Source: an optimization exercise on an open RTL-to-GDS flow (aim: small area, a short achievable clock period and few clock cycles per item). Production flows keep margins and buffers that such runs may drop. Only simulation tests tie the RTL to the original design; equivalence was not proved.

**design/flow/run.sh**
```bash
#!/bin/bash
# synth_recipe.tcl (not shown) runs the flow's synth.tcl, then flattens the netlist and writes it again
# the make line also repeats each setting of config.mk as NAME=value (left out here)
make -C /OpenROAD-flow-scripts/flow DESIGN_CONFIG=/design/flow/config.mk WORK_HOME=/design/flow/orfs CLKGATE_MAP_FILE= SYNTH_SCRIPT=/design/flow/synth_recipe.tcl finish
```
**design/flow/constraint.sdc**
```tcl
create_clock -name core_clock -period 25.0 [get_ports {clk}]
set_input_delay 5.0000 -clock core_clock [delete_from_list [all_inputs] [get_ports {clk}]]
set_output_delay 5.0000 -clock core_clock [all_outputs]
set_load 0.01 [all_outputs]
```
**design/flow/config.mk**
```make
export PLATFORM = sky130hd
export DESIGN_NAME = librm_cke
export DESIGN_NICKNAME = librm_cke
export VERILOG_FILES = /design/flow/design.v
export SDC_FILE = /design/flow/constraint.sdc
export NUM_CORES = 4
export LEC_CHECK = 0
export ABC_CLOCK_PERIOD_IN_PS = 20000
export CAP_MARGIN = 20
export CORE_MARGIN = 2
export CORE_UTILIZATION = 35
export SLEW_MARGIN = 20
```
**design/flow/design.v**
```verilog
module librm_cke (
    input  wire         clk,
    input  wire         rst,           
    input  wire         cmd_valid,
    output wire         cmd_ready,
    input  wire [31:0]  cmd_word,      
    input  wire [3:0]   cmd_len,
    input  wire [223:0] cmd_ops,       
    output reg          rsp_valid,
    output reg  [31:0]  rsp_word,
    output wire [255:0] rsp_data       
);
    localparam [7:0] OPC_RDST   = 8'h02;
    localparam [7:0] OPC_CLRST  = 8'h03;
    localparam [7:0] OPC_KCFG   = 8'h20;
    localparam [7:0] OPC_MECFWD = 8'h21;
    localparam [7:0] OPC_SWFWD  = 8'h22;
    localparam [7:0] OPC_SWFWDA = 8'h23;
    localparam [7:0] OPC_OMFWD  = 8'h24;
    localparam [7:0] OPC_OMINV  = 8'h25;
    localparam [7:0] OPC_KRD    = 8'h26;
    localparam signed [31:0] D45  = 32'sd2949120;
    localparam signed [31:0] D90  = 32'sd5898240;
    localparam signed [31:0] D180 = 32'sd11796480;
    localparam [3:0] M_IDLE = 4'd0;
    localparam [3:0] M_DONE = 4'd2;
    localparam [3:0] M_SW = 4'd3;
    localparam [3:0] M_DV0 = 4'd4;    
    localparam [3:0] M_DV1 = 4'd5;    
    localparam [3:0] M_DV2 = 4'd6;    
    localparam [3:0] M_DV = 4'd7;    
    localparam [3:0] M_T    = 4'd8;    
    localparam [3:0] M_MT   = 4'd9;    
    localparam [2:0] A_OFF = 3'd0;
    localparam [2:0] A_1   = 3'd1;
    localparam [2:0] A_2   = 3'd2;
    localparam [2:0] A_3   = 3'd3;
    function [31:0] sat34;
        input [33:0] z;
        begin
            if (z[33:31] == 3'b000 || z[33:31] == 3'b111) sat34 = z[31:0];
            else if (z[33])                                 sat34 = 32'h80000000;
            else                                            sat34 = 32'h7FFFFFFF;
        end
    endfunction
    function ovf34;
        input [33:0] z;
        begin
            ovf34 = !(z[33:31] == 3'b000 || z[33:31] == 3'b111);
        end
    endfunction
    function [35:0] radd36;
        input [35:0] a;
        input [35:0] b;
        input        ci;
        integer i;
        reg c;
        begin
            c = ci;
            for (i = 0; i < 36; i = i + 1) begin
                radd36[i] = a[i] ^ b[i] ^ c;
                c = (a[i] & b[i]) | (c & (a[i] ^ b[i]));
            end
        end
    endfunction
    function [63:0] bmul;
        input [31:0] a;
        input [31:0] b;
        integer i;
        reg [2:0]  g;
        reg        neg, one, two;
        reg [33:0] r;
        reg [63:0] acc;
        begin
            acc = 64'd0;
            for (i = 0; i < 16; i = i + 1)
                acc = acc - (64'd1 << (33 + 2*i));
            for (i = 0; i < 16; i = i + 1) begin
                g   = (i == 0) ? {b[1], b[0], 1'b0} : {b[2*i+1], b[2*i], b[2*i-1]};
                neg = g[2] & ~(g[1] & g[0]);
                one = g[1] ^ g[0];
                two = (g == 3'b011) || (g == 3'b100);
                r   = ({34{one}} & {a[31], a[31], a}) | ({34{two}} & {a[31], a, 1'b0});
                r   = r ^ {34{neg}};
                acc = acc + ({30'd0, ~r[33], r[32:0]} << (2*i)) + ({63'd0, neg} << (2*i));
            end
            bmul = acc;
        end
    endfunction
    function [3:0] isqrt8;
        input [7:0] v;
        integer i;
        begin
            isqrt8 = 4'd0;
            for (i = 1; i < 16; i = i + 1)
                if (v >= i * i) isqrt8 = i[3:0];
        end
    endfunction
    function [5:0] clz32;
        input [31:0] v;
        integer i;
        begin
            clz32 = 6'd32;
            for (i = 0; i < 32; i = i + 1)
                if (v[i]) clz32 = 6'd31 - i[5:0];
        end
    endfunction
    function [31:0] ztab;
        input [1:0] c;
        input [3:0] s;
        begin
            case ({c, s})
                6'd0: ztab = 32'hfe8d1842;
                6'd1: ztab = 32'hfff51842;
                6'd2: ztab = 32'hff619d7c;
                6'd3: ztab = 32'h00c99d7c;
                6'd4: ztab = 32'hfefd627c;
                6'd5: ztab = 32'h0065627c;
                6'd6: ztab = 32'hffd1e7b6;
                6'd7: ztab = 32'h0139e7b6;
                6'd8: ztab = 32'hfec6184a;
                6'd9: ztab = 32'h002e184a;
                6'd10: ztab = 32'hff9a9d84;
                6'd11: ztab = 32'h01029d84;
                6'd12: ztab = 32'hff366284;
                6'd13: ztab = 32'h009e6284;
                6'd14: ztab = 32'h000ae7be;
                6'd15: ztab = 32'h0172e7be;
                6'd16: ztab = 32'hffe529f4;
                6'd17: ztab = 32'h0001c64a;
                6'd18: ztab = 32'hfff37bb0;
                6'd19: ztab = 32'h00101806;
                6'd20: ztab = 32'hffec5344;
                6'd21: ztab = 32'h0008ef9a;
                6'd22: ztab = 32'hfffaa500;
                6'd23: ztab = 32'h00174156;
                6'd24: ztab = 32'hffe8beaa;
                6'd25: ztab = 32'h00055b00;
                6'd26: ztab = 32'hfff71066;
                6'd27: ztab = 32'h0013acbc;
                6'd28: ztab = 32'hffefe7fa;
                6'd29: ztab = 32'h000c8450;
                6'd30: ztab = 32'hfffe39b6;
                6'd31: ztab = 32'h001ad60c;
                6'd32: ztab = 32'hfffe5248;
                6'd33: ztab = 32'h00001ca6;
                6'd34: ztab = 32'hffff3776;
                6'd35: ztab = 32'h000101d4;
                6'd36: ztab = 32'hfffec4e0;
                6'd37: ztab = 32'h00008f3e;
                6'd38: ztab = 32'hffffaa0e;
                6'd39: ztab = 32'h0001746c;
                6'd40: ztab = 32'hfffe8b94;
                6'd41: ztab = 32'h000055f2;
                6'd42: ztab = 32'hffff70c2;
                6'd43: ztab = 32'h00013b20;
                6'd44: ztab = 32'hfffefe2c;
                6'd45: ztab = 32'h0000c88a;
                6'd46: ztab = 32'hffffe35a;
                6'd47: ztab = 32'h0001adb8;
                6'd48: ztab = 32'hffffe525;
                6'd49: ztab = 32'h000001cb;
                6'd50: ztab = 32'hfffff377;
                6'd51: ztab = 32'h0000101d;
                6'd52: ztab = 32'hffffec4f;
                6'd53: ztab = 32'h000008f5;
                6'd54: ztab = 32'hfffffaa1;
                6'd55: ztab = 32'h00001747;
                6'd56: ztab = 32'hffffe8b9;
                6'd57: ztab = 32'h0000055f;
                6'd58: ztab = 32'hfffff70b;
                6'd59: ztab = 32'h000013b1;
                6'd60: ztab = 32'hffffefe3;
                6'd61: ztab = 32'h00000c89;
                6'd62: ztab = 32'hfffffe35;
                6'd63: ztab = 32'h00001adb;
                default: ztab = 32'h00000000;
            endcase
        end
    endfunction
    function [31:0] ztabf;
        input [3:0] s;
        begin
            ztabf = -32'sd6873;
            if (s[0]) ztabf = ztabf + 32'd7334;
            if (s[1]) ztabf = ztabf + 32'd3666;
            if (s[2]) ztabf = ztabf + 32'd1834;
            if (s[3]) ztabf = ztabf + 32'd916;
        end
    endfunction
    function [10:0] rtab;
        input [3:0] m;
        begin
            case (m)
                4'd0: rtab = 11'd1778;
                4'd1: rtab = 11'd1676;
                4'd2: rtab = 11'd1586;
                4'd3: rtab = 11'd1504;
                4'd4: rtab = 11'd1431;
                4'd5: rtab = 11'd1364;
                4'd6: rtab = 11'd1304;
                4'd7: rtab = 11'd1248;
                4'd8: rtab = 11'd1197;
                4'd9: rtab = 11'd1150;
                4'd10: rtab = 11'd1107;
                4'd11: rtab = 11'd1067;
                4'd12: rtab = 11'd1029;
                4'd13: rtab = 11'd994;
                4'd14: rtab = 11'd962;
                4'd15: rtab = 11'd931;
                default: rtab = 11'd0;
            endcase
        end
    endfunction
    reg  [1:0]  ktype;
    reg  [31:0] kk;
    reg  [31:0] kspd [0:3];
    reg  [31:0] kang [0:3];
    reg  [3:0]  status_hi;       
    reg  [7:0]  kv;              
    localparam MW = 36;
    reg  [3:0]  ms;
    reg         r_mec, r_omf, r_kcfg;     
    reg  [2:0]  a_st;
    reg  [1:0]  a_mod;
    reg         a_sat;
    reg         ksat_acc;
    reg  [31:0] t_reg;           
    reg         t_rreg;
    reg         t_ovf;
    reg  [31:0] tw, tk;          
    reg         b_c0, b_c1;      
    reg  [33:0] xv, yv;          
    reg  [31:0] mx, my;          
    reg  [63:0] prod;
    reg  [MW-1:0] a_meta;
    reg  [2:0]  a_shq;
    reg         b_busy;
    reg  [2:0]  b_cnt;
    reg  [1:0]  b_mod;
    reg  [MW-1:0] b_meta;
    reg  [63:0] nreg;            
    reg  [32:0] rem;
    reg  [31:0] root;
    reg  [31:0] xr;              
    reg  [33:0] ur;              
    reg  [31:0] zr;              
    reg  [3:0]  sig_r;
    reg         f1_v;
    reg  [1:0]  f1_mod;
    reg  [MW-1:0] f1_meta;
    reg  [31:0] f1_s, f1_z;
    reg  [3:0]  f1_sig;
    reg  [10:0] f1_x;            
    reg  [13:0] f1_u;            
    reg         f2_v;
    reg  [31:0] f2_th;           
    reg         dv_neg, dv_sat;
    reg         rsp_defer;       
    reg         d_rdst;
    reg         sw_rsp_r;        
    reg         rs_kspd, rs_kang, rs_stat, rs_inv;
    integer k, j;
    wire [7:0]  opc = cmd_word[31:24];
    wire [7:0]  idx = cmd_word[23:16];
    wire [15:0] imm = cmd_word[15:0];
    wire [31:0] op1 = cmd_ops[31:0];
    wire [31:0] op2 = cmd_ops[63:32];
    wire [31:0] op3 = cmd_ops[95:64];
    wire [31:0] op4 = cmd_ops[127:96];
    reg        known;
    reg [3:0]  exp_len;
    reg        fields_bad;
    reg [1:0]  op_type;
    always @(*) begin
        known      = 1'b1;
        exp_len    = 4'd1;
        fields_bad = (idx != 8'd0) || (imm != 16'd0);
        op_type    = 2'd0;
        case (opc)
            OPC_RDST:   exp_len = 4'd1;
            OPC_CLRST:  begin exp_len = 4'd1; fields_bad = (idx != 8'd0) || (imm[15:8] != 8'd0); end
            OPC_KCFG:   begin exp_len = 4'd3; fields_bad = (imm != 16'd0); end
            OPC_MECFWD: begin exp_len = 4'd4; op_type = 2'd1; end
            OPC_SWFWD:  begin exp_len = 4'd4; op_type = 2'd2; end
            OPC_SWFWDA: begin exp_len = 4'd8; op_type = 2'd2; end
            OPC_OMFWD:  begin exp_len = 4'd4; op_type = 2'd3; end
            OPC_OMINV:  begin exp_len = 4'd5; op_type = 2'd3; end
            OPC_KRD:    exp_len = 4'd1;
            default:    known = 1'b0;
        endcase
    end
    wire kcfg_g1_bad = (opc == OPC_KCFG) && (idx == 8'd2 || idx == 8'd3) && (op2 != 32'd0);
    wire illegal     = !known || (cmd_len != exp_len) || fields_bad || kcfg_g1_bad;
    wire type_bad    = (op_type != 2'd0) ? (ktype != op_type) : ((opc == OPC_KRD) && (ktype == 2'd0));
    wire is_sw       = (opc == OPC_SWFWD) || (opc == OPC_SWFWDA);
    wire sw_go       = is_sw && !illegal && !type_bad;
    wire rd_go       = (opc == OPC_KRD || opc == OPC_RDST) && !illegal && !type_bad && !rsp_defer;
    wire in_sw     = (ms == M_SW);
    wire pipe_busy = (a_st != A_OFF) || b_busy || f1_v || f2_v;
    reg         mul_t;           
    wire [31:0] mul_a = mul_t ? tw : mx;
    wire [31:0] mul_b = mul_t ? tk : my;
    wire [63:0] mul_p = bmul(mul_a, mul_b);
    wire        p_rnd  = mul_p[63] & (|mul_p[15:0]);
    wire        p_ovf  = !(mul_p[63:47] == 17'd0 || mul_p[63:47] == 17'h1FFFF);
    wire        p_edge = (mul_p[63:47] == 17'h1FFFE) && (&mul_p[46:16]) && p_rnd;    
    wire        fx_ovf = p_ovf && !p_edge;
    wire [31:0] t_b    = p_ovf ? (mul_p[63] ? 32'h80000000 : 32'h7FFFFFFF) : mul_p[47:16];
    wire        t_r    = p_rnd && !p_ovf;
    wire        r_use = t_rreg;
    wire [33:0] t34   = {{2{t_reg[31]}}, t_reg};
    wire [33:0] tr34  = t34;
    wire [33:0] vx34  = {{2{op1[31]}}, op1};
    wire [33:0] vy34  = {{2{op2[31]}}, op2};
    wire [33:0] o3_34 = {{2{op3[31]}}, op3};
    wire [33:0] o4_34 = {{2{op4[31]}}, op4};
    reg  [33:0] la [0:3];
    reg  [33:0] lb [0:3];
    reg  [3:0]  li, lc;
    always @(*) begin
        for (k = 0; k < 4; k = k + 1) begin
            la[k] = 34'd0; lb[k] = 34'd0; li[k] = 1'b0; lc[k] = 1'b0;
        end
        if (ms == M_IDLE) begin
            la[0] = vx34; lb[0] = vy34;
            if (opc == OPC_MECFWD) begin la[1] = vx34;  lb[1] = vy34;  li[1] = 1'b1; lc[1] = 1'b1; end
            else             begin la[1] = o3_34; lb[1] = o4_34; end
        end else if (a_st == A_1) begin
            la[0] = vx34; lb[0] = t34; li[0] = ~a_mod[0]; lc[0] = ~a_mod[0] ^ r_use;
            la[1] = vy34; lb[1] = t34; li[1] = a_mod[1];  lc[1] = a_mod[1] ^ r_use;
        end else if (r_mec) begin
            la[0] = yv; lb[0] = t34; li[0] = 1'b1; lc[0] = ~r_use;
            la[1] = xv; lb[1] = t34; li[1] = 1'b0; lc[1] = r_use;
            la[2] = xv; lb[2] = t34; li[2] = 1'b1; lc[2] = ~r_use;
            la[3] = yv; lb[3] = t34; li[3] = 1'b0; lc[3] = r_use;
        end else if (r_omf) begin
            if (ms == M_T) begin lb[0] = t34; lc[0] = r_use; end
            else begin
                la[0] = vy34; lb[0] = tr34; 
                la[1] = tr34; lb[1] = vy34; li[1] = 1'b1; lc[1] = 1'b1;
                la[2] = tr34; lb[2] = vx34; li[2] = 1'b1; lc[2] = 1'b1;
                la[3] = vx34; lb[3] = tr34;
            end
        end else if (r_kcfg) begin
            lb[0] = t34; lc[0] = r_use;                                  
            la[1] = {3'd0, op1[31:1]}; lb[1] = {3'd0, op2[31:1]};        
        end else begin
            la[2] = o4_34; lb[2] = o3_34; li[2] = 1'b1; lc[2] = 1'b1;
            la[3] = vx34;  lb[3] = vy34;  li[3] = 1'b1; lc[3] = 1'b1;
        end
    end
    reg [34:0] lsum [0:3];
    reg [33:0] lin  [0:3];
    always @(*) begin
        for (k = 0; k < 4; k = k + 1) begin
            lsum[k] = {la[k], 1'b1} + {lb[k] ^ {34{li[k]}}, lc[k]};
            lin[k]  = lsum[k][34:1];
        end
    end
    wire        xneg = xv[31];
    wire        yneg = yv[31];
    wire [31:0] ax   = xneg ? (32'd0 - xv[31:0]) : xv[31:0];
    wire [31:0] ay   = yneg ? (32'd0 - yv[31:0]) : yv[31:0];
    wire [5:0]  lz   = clz32(ax | ay);
    wire [5:0]  lzm1 = lz - 6'd1;
    wire [2:0]  shq  = (lz == 6'd0) ? 3'd0 : lzm1[4:2];
    wire [31:0] axs  = ax << {shq, 2'b00};
    wire [31:0] ays  = ay << {shq, 2'b00};
    wire [3:0]  sqc  = 4'd8 - {1'b0, shq};
    reg [31:0] cur_sel;
    always @(*) begin
        case (a_mod)
            2'd0: cur_sel = cmd_ops[127:96];
            2'd1: cur_sel = cmd_ops[159:128];
            2'd2: cur_sel = cmd_ops[191:160];
            default: cur_sel = cmd_ops[223:192];
        endcase
    end
    wire [13:0] chu  = {cur_sel[31], cur_sel[31:19]} + 14'd4140;    
    wire [13:0] cmod = chu % 14'd45;
    wire [24:0] curm = {cmod[5:0], cur_sel[18:0]};
    wire [2:0] b_ncm1 = (b_meta[3:0] > 4'd5) ? (b_meta[2:0] - 3'd2) : 3'd3;
    wire       b_last = b_busy && (b_cnt == b_ncm1);
    wire       b_free = !b_busy || b_last;
    wire       sq_en  = ({1'b0, b_cnt} + 4'd1 < b_meta[3:0]);
    wire       dv_md  = (ms == M_DV);
    wire a_load = (a_st == A_3) && b_free;
    wire quiet   = (!pipe_busy && !rsp_defer);
    wire mt_from_idle = (ms == M_IDLE) && cmd_valid &&
                        (sw_go || (quiet && !(illegal || type_bad) &&
                                   (opc == OPC_KCFG || opc == OPC_MECFWD || opc == OPC_OMFWD)));
    wire mt_next = (mt_from_idle || ((ms == M_MT) && !mul_t)) &&
                   !((a_st == A_2) || ((a_st == A_3) && !b_free));
    assign cmd_ready = (ms == M_DONE) || (in_sw && a_st == A_2 && a_mod == 2'd3);
    wire accept   = cmd_valid && cmd_ready;
    reg [32:0] rs [0:4];
    reg [31:0] rt [0:4];
    reg [34:0] sq_r, sq_t;
    reg [35:0] sq_d;
    reg signed [33:0] us [0:4];
    reg [31:0] xs [0:4];
    reg [3:0]  sg;
    reg [34:0] usum;
    reg [29:0] xsum;
    reg [33:0] ush0, ush1;
    reg [28:0] xop;
    always @(*) begin
        rs[0] = rem;
        rt[0] = root;
        us[0] = ur;
        xs[0] = xr;
        for (j = 0; j < 4; j = j + 1) begin
            sq_r = {rs[j], nreg[63 - 2*j], nreg[62 - 2*j]};
            sq_t = {1'b0, rt[j], 2'b01};
            sq_d = {1'b0, sq_r} - {1'b0, sq_t};
            rs[j+1] = sq_d[35] ? sq_r[32:0] : sq_d[32:0];
            rt[j+1] = {rt[j][30:0], ~sq_d[35]};
            sg[j]   = ~us[j][33];
            usum    = {us[j], 1'b1} + {{{2{xs[j][31]}}, xs[j]} ^ {34{sg[j]}}, sg[j]};
            us[j+1] = {usum[33:1], dv_md & nreg[63 - j]};
            ush0    = us[j] >>> (2*j);
            ush1    = us[j] >>> (8 + 2*j);
            xop     = ({29{b_c0}} & ush0[28:0]) | ({29{b_c1}} & ush1[28:0]);      
            xsum    = {xs[j][28:0], 1'b1} + {xop ^ {29{~sg[j]}}, ~sg[j]};        
            xs[j+1] = {xs[j][31:29], xsum[29:1]};
        end
    end
    wire [31:0] root_n = sq_en ? rt[4] : root;
    wire [63:0] nsum0 = prod + mul_p;
    wire [63:0] nsum  = nsum0 << {a_shq, 3'b000};
    wire [3:0]  sq4   = isqrt8(nsum[63:56]);
    wire        z_acc  = (b_cnt != 3'd0) && (b_cnt <= 3'd3);
    wire [2:0]  b_cm1  = b_cnt - 3'd1;
    wire [31:0] z_tab  = ztab(b_cm1[1:0], sig_r);
    wire [35:0] z_sum  = radd36({8'd0, zr[27:0]}, {8'd0, z_tab[27:0]}, 1'b0);
    wire [31:0] z_n    = z_acc ? {{4{z_sum[27]}}, z_sum[27:0]} : zr;
    reg  [2:0]  xp;
    always @(*) begin
        xp = 3'd0;
        for (k = 5; k < 11; k = k + 1)
            if (f1_x[k]) xp = k[2:0] - 3'd4;    
    end
    wire [10:0] xsh  = f1_x >> xp;
    wire signed [13:0] ush_c = $signed(f1_u) >>> xp;
    wire signed [7:0]  uq    = ush_c[7:0];
    wire signed [19:0] cprod = uq * $signed({1'b0, rtab(xsh[3:0])});
    wire signed [31:0] corr  = $signed({{12{cprod[19]}}, cprod}) >>> 7;
    wire [31:0] zf  = f1_z + ztabf(f1_sig) + corr;
    wire signed [31:0] thr = $signed(zf) >>> 2;
    reg  signed [31:0] th;
    always @(*) begin
        if (f1_meta[5])                       th = 32'sd0;        
        else if (f1_meta[6])                  th = D90;           
        else if (f1_meta[4])                  th = D45;           
        else if (thr < 32'sd1)                th = 32'sd1;
        else if (thr > D90 - 32'sd1)          th = D90 - 32'sd1;
        else                                  th = thr;
    end
    wire        f2_xn  = f1_meta[8];
    wire        f2_yn  = f1_meta[7];
    wire        f2_x0  = f1_meta[6];
    wire        f2_y0  = f1_meta[5];
    wire        f2_deg = f2_x0 & f2_y0;
    wire        f2_swa = f1_meta[35];
    wire [24:0] f2_curm = f1_meta[33:9];
    wire        rxn = f2_xn ^ !f2_x0;           
    wire        ryn = f2_yn ^ !f2_y0;
    wire [31:0] c1a = f2_xn ? (f2_yn ? -D180 : D180) : 32'd0;
    wire [31:0] c1r = rxn   ? (ryn   ? -D180 : D180) : 32'd0;
    wire [32:0] angs  = {c1a, 1'b1} + {f2_th ^ {32{f2_xn ^ f2_yn}}, f2_xn ^ f2_yn};
    wire [32:0] angrs = {c1r, 1'b1} + {f2_th ^ {32{rxn ^ ryn}}, rxn ^ ryn};
    wire signed [31:0] ang     = angs[32:1];
    wire signed [31:0] ang_rev = angrs[32:1];
    wire signed [31:0] dvv    = ang - $signed({7'd0, f2_curm});
    wire        rev    = f2_swa && ((dvv < -32'sd29491200) ||
                                    ((dvv > -32'sd17694720) && (dvv < -32'sd5898240)) ||
                                    (dvv > 32'sd5898240));
    wire        spd_sat = f1_s[31];
    wire [31:0] spd     = spd_sat ? 32'h7FFFFFFF : f1_s;
    wire [35:0] spd_ng  = radd36({4'd0, ~spd}, 36'd0, 1'b1);
    wire [31:0] spd_w   = f2_deg ? 32'd0 : (rev ? spd_ng[31:0] : spd);
    wire [31:0] ang_w   = rev ? ang_rev : ang;
    wire        f2_ksat = f1_meta[34] | (!f2_deg && spd_sat);
    wire        f2_last = f2_v && (f1_mod == 2'd3);
    wire [35:0] om_s   = radd36({{2{xv[33]}}, xv}, {{2{yv[33]}}, yv}, 1'b0);
    wire [34:0] om_sr  = nreg[34:0];
    wire [35:0] om_ng  = radd36({1'b0, ~om_sr}, 36'd0, 1'b1);
    wire [34:0] om_abs = nreg[34:0];
    wire [31:0] dv_q   = {zr[30:0], ~ur[33]};
    wire        wz_sat = dv_sat || (dv_neg ? (dv_q[31] && (dv_q[30:0] != 31'd0)) : dv_q[31]);
    wire [35:0] dv_qn  = radd36({4'd0, ~dv_q}, 36'd0, 1'b1);
    wire [31:0] wz     = wz_sat ? (dv_neg ? 32'h80000000 : 32'h7FFFFFFF)
                                : (dv_neg ? dv_qn[31:0] : dv_q);
    wire [35:0] om_vx  = radd36({{2{xv[33]}}, xv}, 36'd0, xv[33]);
    wire [35:0] om_vy  = radd36({{2{yv[33]}}, yv}, 36'd0, yv[33]);
    reg [3:0] d_code, d_sub;
    reg       d_ksat;
    always @(*) begin
        d_code = 4'd0; d_sub = 4'd0; d_ksat = 1'b0;
        if (illegal) d_code = 4'd1;
        else if (opc == OPC_KCFG) begin
            if (idx == 8'd0 || idx > 8'd3)                                          begin d_code = 4'd2; d_sub = 4'd7; end
            else if (ktype != 2'd0)                                                 begin d_code = 4'd2; d_sub = 4'd9; end
            else if ($signed(op1) <= 0 || (idx == 8'd1 && $signed(op2) <= 0))      begin d_code = 4'd2; d_sub = 4'd8; end
        end else if (type_bad) d_code = 4'd3;
        else if (opc == OPC_MECFWD || opc == OPC_OMFWD)
            d_ksat = t_ovf | ovf34(lin[0]) | ovf34(lin[1]) | ovf34(lin[2]) | ovf34(lin[3]);
        else if (opc == OPC_OMINV)
            d_ksat = wz_sat;
    end
    wire d_ok = (d_code == 4'd0);
    assign rsp_data[31:0]    = ({32{rs_kspd & kv[0]}} & kspd[0]) | ({32{rs_stat}} & {24'd0, status_hi, 4'd0}) | ({32{rs_inv}} & xv[31:0]);
    assign rsp_data[63:32]   = ({32{rs_kspd & kv[1]}} & kspd[1]) | ({32{rs_inv}} & yv[31:0]);
    assign rsp_data[95:64]   = ({32{rs_kspd & kv[2]}} & kspd[2]) | ({32{rs_inv}} & mx);
    assign rsp_data[127:96]  = {32{rs_kspd & kv[3]}} & kspd[3];
    assign rsp_data[159:128] = {32{rs_kang & kv[4]}} & kang[0];
    assign rsp_data[191:160] = {32{rs_kang & kv[5]}} & kang[1];
    assign rsp_data[223:192] = {32{rs_kang & kv[6]}} & kang[2];
    assign rsp_data[255:224] = {32{rs_kang & kv[7]}} & kang[3];
    always @(posedge clk) begin
        if (rst) begin
            ms        <= M_IDLE;
            mul_t     <= 1'b0;
            a_st      <= A_OFF;
            b_busy    <= 1'b0;
            f1_v      <= 1'b0;
            f2_v      <= 1'b0;
            ksat_acc  <= 1'b0;
            rsp_defer <= 1'b0;
            sw_rsp_r  <= 1'b0;
            rsp_valid <= 1'b0;
            rsp_word  <= 32'd0;
            rs_kspd   <= 1'b0;
            rs_kang   <= 1'b0;
            rs_stat   <= 1'b0;
            rs_inv    <= 1'b0;
            ktype     <= 2'd0;
            kk        <= 32'd0;
            status_hi <= 4'd0;
            kv        <= 8'd0;
        end else begin
            rsp_valid <= 1'b0;
            mul_t     <= mt_next;
            case (ms)
                M_IDLE: begin
                    r_mec  <= (opc == OPC_MECFWD);
                    r_omf  <= (opc == OPC_OMFWD);
                    r_kcfg <= (opc == OPC_KCFG);
                    if (cmd_valid) begin
                        if (sw_go) begin
                            tw <= op3;
                            tk <= kk;
                            ms <= M_MT;
                        end else if ((!pipe_busy && !rsp_defer) || rd_go) begin
                            if (illegal || type_bad || opc == OPC_RDST || opc == OPC_CLRST || opc == OPC_KRD) begin
                                ms <= M_DONE;
                            end else if (opc == OPC_KCFG) begin
                                tw <= op1;
                                tk <= 32'd46341;
                                ms <= M_MT;
                            end else if (opc == OPC_OMINV) begin
                                xv <= lin[0];
                                yv <= lin[1];
                                ms <= M_DV0;
                            end else begin
                                tw <= op3;
                                tk <= kk;
                                xv <= lin[0];
                                yv <= lin[1];
                                ms <= M_MT;
                            end
                        end
                    end
                end
                M_MT: begin
                    if (mul_t) begin
                        t_reg  <= t_b;
                        t_rreg <= t_r;
                        t_ovf  <= fx_ovf;
                        if (is_sw) begin
                            ms    <= M_SW;
                            a_st  <= A_1;
                            a_mod <= 2'd0;
                        end else
                            ms <= r_omf ? M_T : M_DONE;
                    end
                end
                M_T: begin
                    t_reg <= lin[0][31:0];
                    ms    <= M_DONE;
                end
                M_DV0: begin
                    nreg[34:0] <= om_s[34:0];
                    ms <= M_DV1;
                end
                M_DV1: begin
                    dv_neg <= om_sr[34];
                    if (om_sr[34]) nreg[34:0] <= om_ng[34:0];
                    ms <= M_DV2;
                end
                M_DV2: begin
                    dv_sat <= ({16'd0, om_abs[33:18]} >= kk);
                    ur     <= {17'd0, om_abs[33:17]};
                    nreg   <= {om_abs[16:0], 47'd0};
                    xr     <= kk;
                    zr     <= 32'd0;
                    b_cnt  <= 3'd0;
                    b_c0   <= 1'b0;
                    b_c1   <= 1'b0;
                    ms     <= M_DV;
                end
                M_DV: begin
                    ur    <= us[4];
                    zr    <= {zr[27:0], sg[0], sg[1], sg[2], sg[3]};
                    nreg  <= {nreg[59:0], 4'd0};
                    b_cnt <= b_cnt + 3'd1;
                    if (b_cnt == 3'd0) begin
                        xv <= lin[2];
                        yv <= lin[3];
                    end
                    if (b_cnt == 3'd7) ms <= M_DONE;
                end
                M_DONE: begin
                    ms <= M_IDLE;
                    if (accept && pipe_busy) begin
                        rsp_defer <= 1'b1;
                        d_rdst    <= (opc == OPC_RDST);
                    end else if (accept) begin
                        rsp_valid <= 1'b1;
                        rsp_word  <= {20'd0, d_sub, 2'b00, d_ksat, 1'b0, d_code};
                        rs_kspd   <= d_ok && (opc == OPC_KRD || opc == OPC_MECFWD || opc == OPC_OMFWD);
                        rs_kang   <= d_ok && (opc == OPC_KRD);
                        rs_stat   <= d_ok && (opc == OPC_RDST);
                        rs_inv    <= d_ok && (opc == OPC_OMINV);
                        if (d_code == 4'd1) status_hi[1] <= 1'b1;
                        if (d_code == 4'd2) status_hi[2] <= 1'b1;
                        if (d_code == 4'd3) status_hi[3] <= 1'b1;
                        if (d_ksat)         status_hi[0] <= 1'b1;
                        if (d_ok) begin
                            case (opc)
                                OPC_CLRST: status_hi <= status_hi & ~imm[7:4];
                                OPC_KCFG: begin
                                    ktype <= idx[1:0];
                                    if (idx == 8'd1)      kk <= lin[1][31:0];
                                    else if (idx == 8'd2) kk <= lin[0][31:0];
                                    else                  kk <= op1;
                                end
                                OPC_MECFWD, OPC_OMFWD: begin
                                    for (k = 0; k < 4; k = k + 1)
                                        kspd[k] <= sat34(lin[k]);
                                    kv[3:0] <= 4'hF;
                                end
                                OPC_OMINV: begin
                                    xv <= {2'b00, om_vx[32:1]};
                                    yv <= {2'b00, om_vy[32:1]};
                                    mx <= wz;
                                end
                                default: ;
                            endcase
                        end
                    end
                end
                M_SW: begin
                    if (a_st == A_2 && a_mod == 2'd3) ms <= M_IDLE;    
                end
                default: ms <= M_IDLE;
            endcase
            if (a_st != A_OFF) begin
                case (a_st)
                    A_1: begin
                        xv    <= {{2{lin[0][33]}}, sat34(lin[0])};
                        yv    <= {{2{lin[1][33]}}, sat34(lin[1])};
                        mx    <= sat34(lin[0]);
                        my    <= sat34(lin[0]);
                        a_sat <= ovf34(lin[0]) | ovf34(lin[1]) | ((a_mod == 2'd0) & t_ovf);
                        a_st  <= A_2;
                    end
                    A_2: begin
                        prod   <= mul_p;             
                        mx     <= yv[31:0];
                        my     <= yv[31:0];
                        a_shq  <= shq;
                        xv     <= {2'b00, axs};
                        yv     <= {2'b00, ays};
                        a_meta <= {opc == OPC_SWFWDA, a_sat, curm, xneg, yneg, (xv[31:0] == 32'd0),
                                   (yv[31:0] == 32'd0), (ax == ay), sqc};
                        a_st   <= A_3;
                    end
                    A_3: begin
                        if (b_free) begin
                            a_mod <= a_mod + 2'd1;
                            a_st  <= (a_mod == 2'd3) ? A_OFF : A_1;
                        end
                    end
                    default: ;
                endcase
            end
            if (b_busy) begin
                if (sq_en) begin
                    rem  <= rs[4];
                    root <= rt[4];
                end
                nreg  <= {nreg[55:0], 8'd0};
                ur    <= us[4];
                xr    <= xs[4];
                sig_r <= sg;
                zr    <= z_n;
                if (b_cnt == 3'd3) begin
                    f1_sig <= sg;
                    f1_x   <= xs[4][27:17];
                    f1_u   <= us[4][30:17];
                end
                b_cnt <= b_cnt + 3'd1;
                b_c0  <= 1'b0;
                b_c1  <= b_c0;
                if (b_last) begin
                    b_busy  <= 1'b0;
                    f1_s    <= root_n;
                    f1_z    <= z_n;
                    f1_meta <= b_meta;
                    f1_mod  <= b_mod;
                end
            end
            if (a_load) begin
                b_busy <= 1'b1;
                b_cnt  <= 3'd0;
                b_c0   <= 1'b1;
                b_c1   <= 1'b0;
                b_mod  <= a_mod;
                b_meta <= a_meta;
                nreg   <= {nsum[55:0], 8'd0};
                rem    <= {28'd0, nsum[63:56] - sq4 * sq4};
                root   <= {28'd0, sq4};
                xr     <= {6'd0, xv[31:6]};
                ur     <= {8'd0, yv[31:6]};
                zr     <= 32'd0;
            end
            f1_v <= b_last;
            f2_v <= f1_v;
            if (f1_v) f2_th <= th;
            sw_rsp_r <= f2_last;
            if (rsp_defer && sw_rsp_r) begin
                rsp_defer <= 1'b0;
                rsp_valid <= 1'b1;
                rsp_word  <= 32'd0;
                rs_kspd   <= !d_rdst;
                rs_kang   <= !d_rdst;
                rs_stat   <= d_rdst;
                rs_inv    <= 1'b0;
            end
            if (f2_v) begin
                kspd[f1_mod] <= spd_w;
                kv[f1_mod]   <= 1'b1;
                if (!f2_deg) begin
                    kang[f1_mod]   <= ang_w;
                    kv[4 + f1_mod] <= 1'b1;
                end
                ksat_acc <= f2_last ? 1'b0 : (ksat_acc | f2_ksat);
                if (f2_last) begin
                    rsp_valid <= 1'b1;
                    rsp_word  <= {20'd0, 4'd0, 2'b00, ksat_acc | f2_ksat, 1'b0, 4'd0};
                    rs_kspd   <= 1'b1;
                    rs_kang   <= 1'b1;
                    rs_stat   <= 1'b0;
                    rs_inv    <= 1'b0;
                    if (ksat_acc | f2_ksat) status_hi[0] <= 1'b1;
                end
            end
        end
    end
endmodule
```
==> out/metrics.yaml <==
status: "complete, no violations"
critPathMaxFanout: 60
cpPeakStageDelay_ns: 0.86
drc: 0
cts_tree: "done"
rows: 231
worstMarginPinSlew_ns: 1.36
maxCapViolCount: 0
area_growth_syn_to_layout_pct: 12.4
finalSetupTns_ns: 0
ioPinCount: 553
timing.rr.start: "b_c0$_SDFFCE_PP1P_"
wl_met1_mm: 279
reg2regPathDepth: 65
synth_area_leaders: "edfxtp_1 (22%), ha_1 (11%), fa_1 (8.4%)"
cts_resized: 0
fin_ws_ns: 6.64
final_cells: 21929
end_kind: "flop"
slowest_stage: "o21ai_0"
wl_per_cell_um: 33.1
final_layout_size_suffix_gt1_frac: 0.0729
ctsHoldBuffers: 0
fillers: 40601
die_x_um: 636
cts.reportedPaths.clkPinSlew_ns: 0.06
fin_util: 0.396
final_common_cell: "nand2_1"
layout_common_cells: "nand2_1 (1,447), nor2_1 (1,344), ha_1 (1,218)"
reg_top3: "kang (128), kspd (128)"
clk_latency_ns: 0.93
ctsLongestPathBuffers: 4
path_class: "reg2reg"
rsz0062_at_grt: "no"
hold_class: "reg2reg"
ant_nets: 0
synthDistinctLibCells: 118
synth-edff-count: 1028
drt-initial-drc-count: 17995
layout_min_cycle_time_ns: 18.36
syn_area_um2: 140000
place.gp.congestion: 1.09
crit_arrival_ns: 18.97
vias: 137015
grt_max_degree: 117
synth.avg_cell_area_um2: 8.51
post-place-ws_ns: 6.41
placedCellCount: 21592
cts_made_buffers: 144
grt_use_total: 0.344
skew_ns: 0.0877
nNetsFinal: 18582
crit_path_start: "b_c0$_SDFFCE_PP1P_"
syn_inst: 16413
route.met2.wl_mm: 302
wirelength_mm: 726
setup_viol: 0
wl_met3_mm: 75.4
die_area_um2: 404000
routed_via_density: 6.25
ys_seq_area_frac: 0.235
hold_depth: 0
antenna_found_initial: 95
overflow: 0
yosysWarnings: 9
report.final.slew_viol_count: 0
cts.sink_count: 1125
final_cell_area_um2: 157000
yosysTopAreaCell: "edfxtp_1"
synth_top_area_frac: 0.221
slew_headroom: 0.0871
place_area_um2: 152000
fin_hold_ws_ns: 0.417
highest_layer: "met5"
initial_utilization: 0.352
async_flop_share: 0
ys_ff_latch: 1125
ys.flop_type: "edfxtp_1"
drt_first_pass_iters: 7
finalCritPeriodShare: 0.734
cp.required_ns: 25.61
grt_pass1_vias: 126318
post_cts_buffers: 0
root_buffer: "clkbuf_16"
port_buffers: 552
die_y_um: 636
dp_hpwl_mm: 568
core_um2: 397000
grt_pass1_wl_mm: 997
worstSetupStartpointType: "flop"
hold_viol: 0
min-delay-start: "b_meta[14]$_DFFE_PP_"
cts-htree-levels: 4
max_freq_ghz: 0.0545
-- synth_stat cells (all sizes together) (163+ instances only) --
cell	n
nand2	1452
nor2	1382
ha	1227
xnor2	1136
a21oi	1094
edfxtp	1028
inv	1021
o21ai	1014
clkbuf	978
a22oi	664
fa	587
xor2	443
mux2i	295
and3	275
a21o	267
nand3	261
nor3	254
o211ai	239
mux2	203
a211oi	171
a22o	163
-- path summary, 6_finish.rpt --
kind,endpoint,slack [ns]
max,ur[32]$_SDFFCE_PP0P_,6.64
min,f1_meta[14]$_DFFE_PP_,0.42
max reg2reg,ur[32]$_SDFFCE_PP0P_,6.64
min reg2reg,f1_meta[14]$_DFFE_PP_,0.42
-- routing by layer --
metal	track usage	up-vias
li1	-	59558
met1	0.424	66885
met2	0.509	8363
met3	0.0908	2161
met4	0.269	48
met5	0.00201	-
-- critical path: cells and delay by family, from the launching register on --
kind                       cells  cell delay [ns]
and+or+nand+nor               13             2.51
adders and majority gates      4             1.46
buffers and inverters          7             2.85
AOI/OAI and AO/OA             31             9.04
xor gates and xnor gates      10             1.85
DFF                            1             0.32
-- layout make-up --
cell class              instances  area, um2  share of cell area
diodes                         67        168             0.00107
clock buffers                 177       3800              0.0242
clock inverters                84        970             0.00618
inverters                    1025       3860              0.0246
multi-input cells           13171      99500               0.634
flip-flops and latches       1125      32800               0.209
well taps                    5242       6560              0.0418
repair buffers               1038       9240              0.0589
-- cell families after synthesis --
family	Yosys count	synth area share
and+or+nand+nor	4468	0.147
buffers and inverters	2123	0.0577
DFF	1125	0.235
muxes	501	0.0381
xor gates and xnor gates	1580	0.0992
AOI/OAI and AO/OA	4799	0.229
adders and majority gates	1816	0.194
other	1	0.0000269
Testbench counts, summed over its fixed seeds: cycles 10,082, ops 996.

## port drivers added, routing unchanged
No port has a modelled driver above. Below, the same layout with a new extraction and two added sets of constraints. Step 1: set_driving_cell puts a clkbuf_16 on clk and a buf_2 on each other input, an assumption about the parent block. Step 2 also shifts input and output timing later by t, the mid clock arrival at the registers, as if the neighbouring blocks saw the same clock. a / b / c = ideal / step 1 / step 2; a / b = the first two.
shift t [ns]: 0.984
slack for setup (ns): 6.639 / 6.639 / 6.366
hold slack, ns: 0.417 / 0.417 / 0.417
slew at the worst register clock pin (ns): 0.08 / 0.08
cell pins on the clock port's net: 1
After both steps this run still meets setup and hold. The setup slack of this run moves by 0.000 ns with the drivers and by -0.273 ns with both steps.
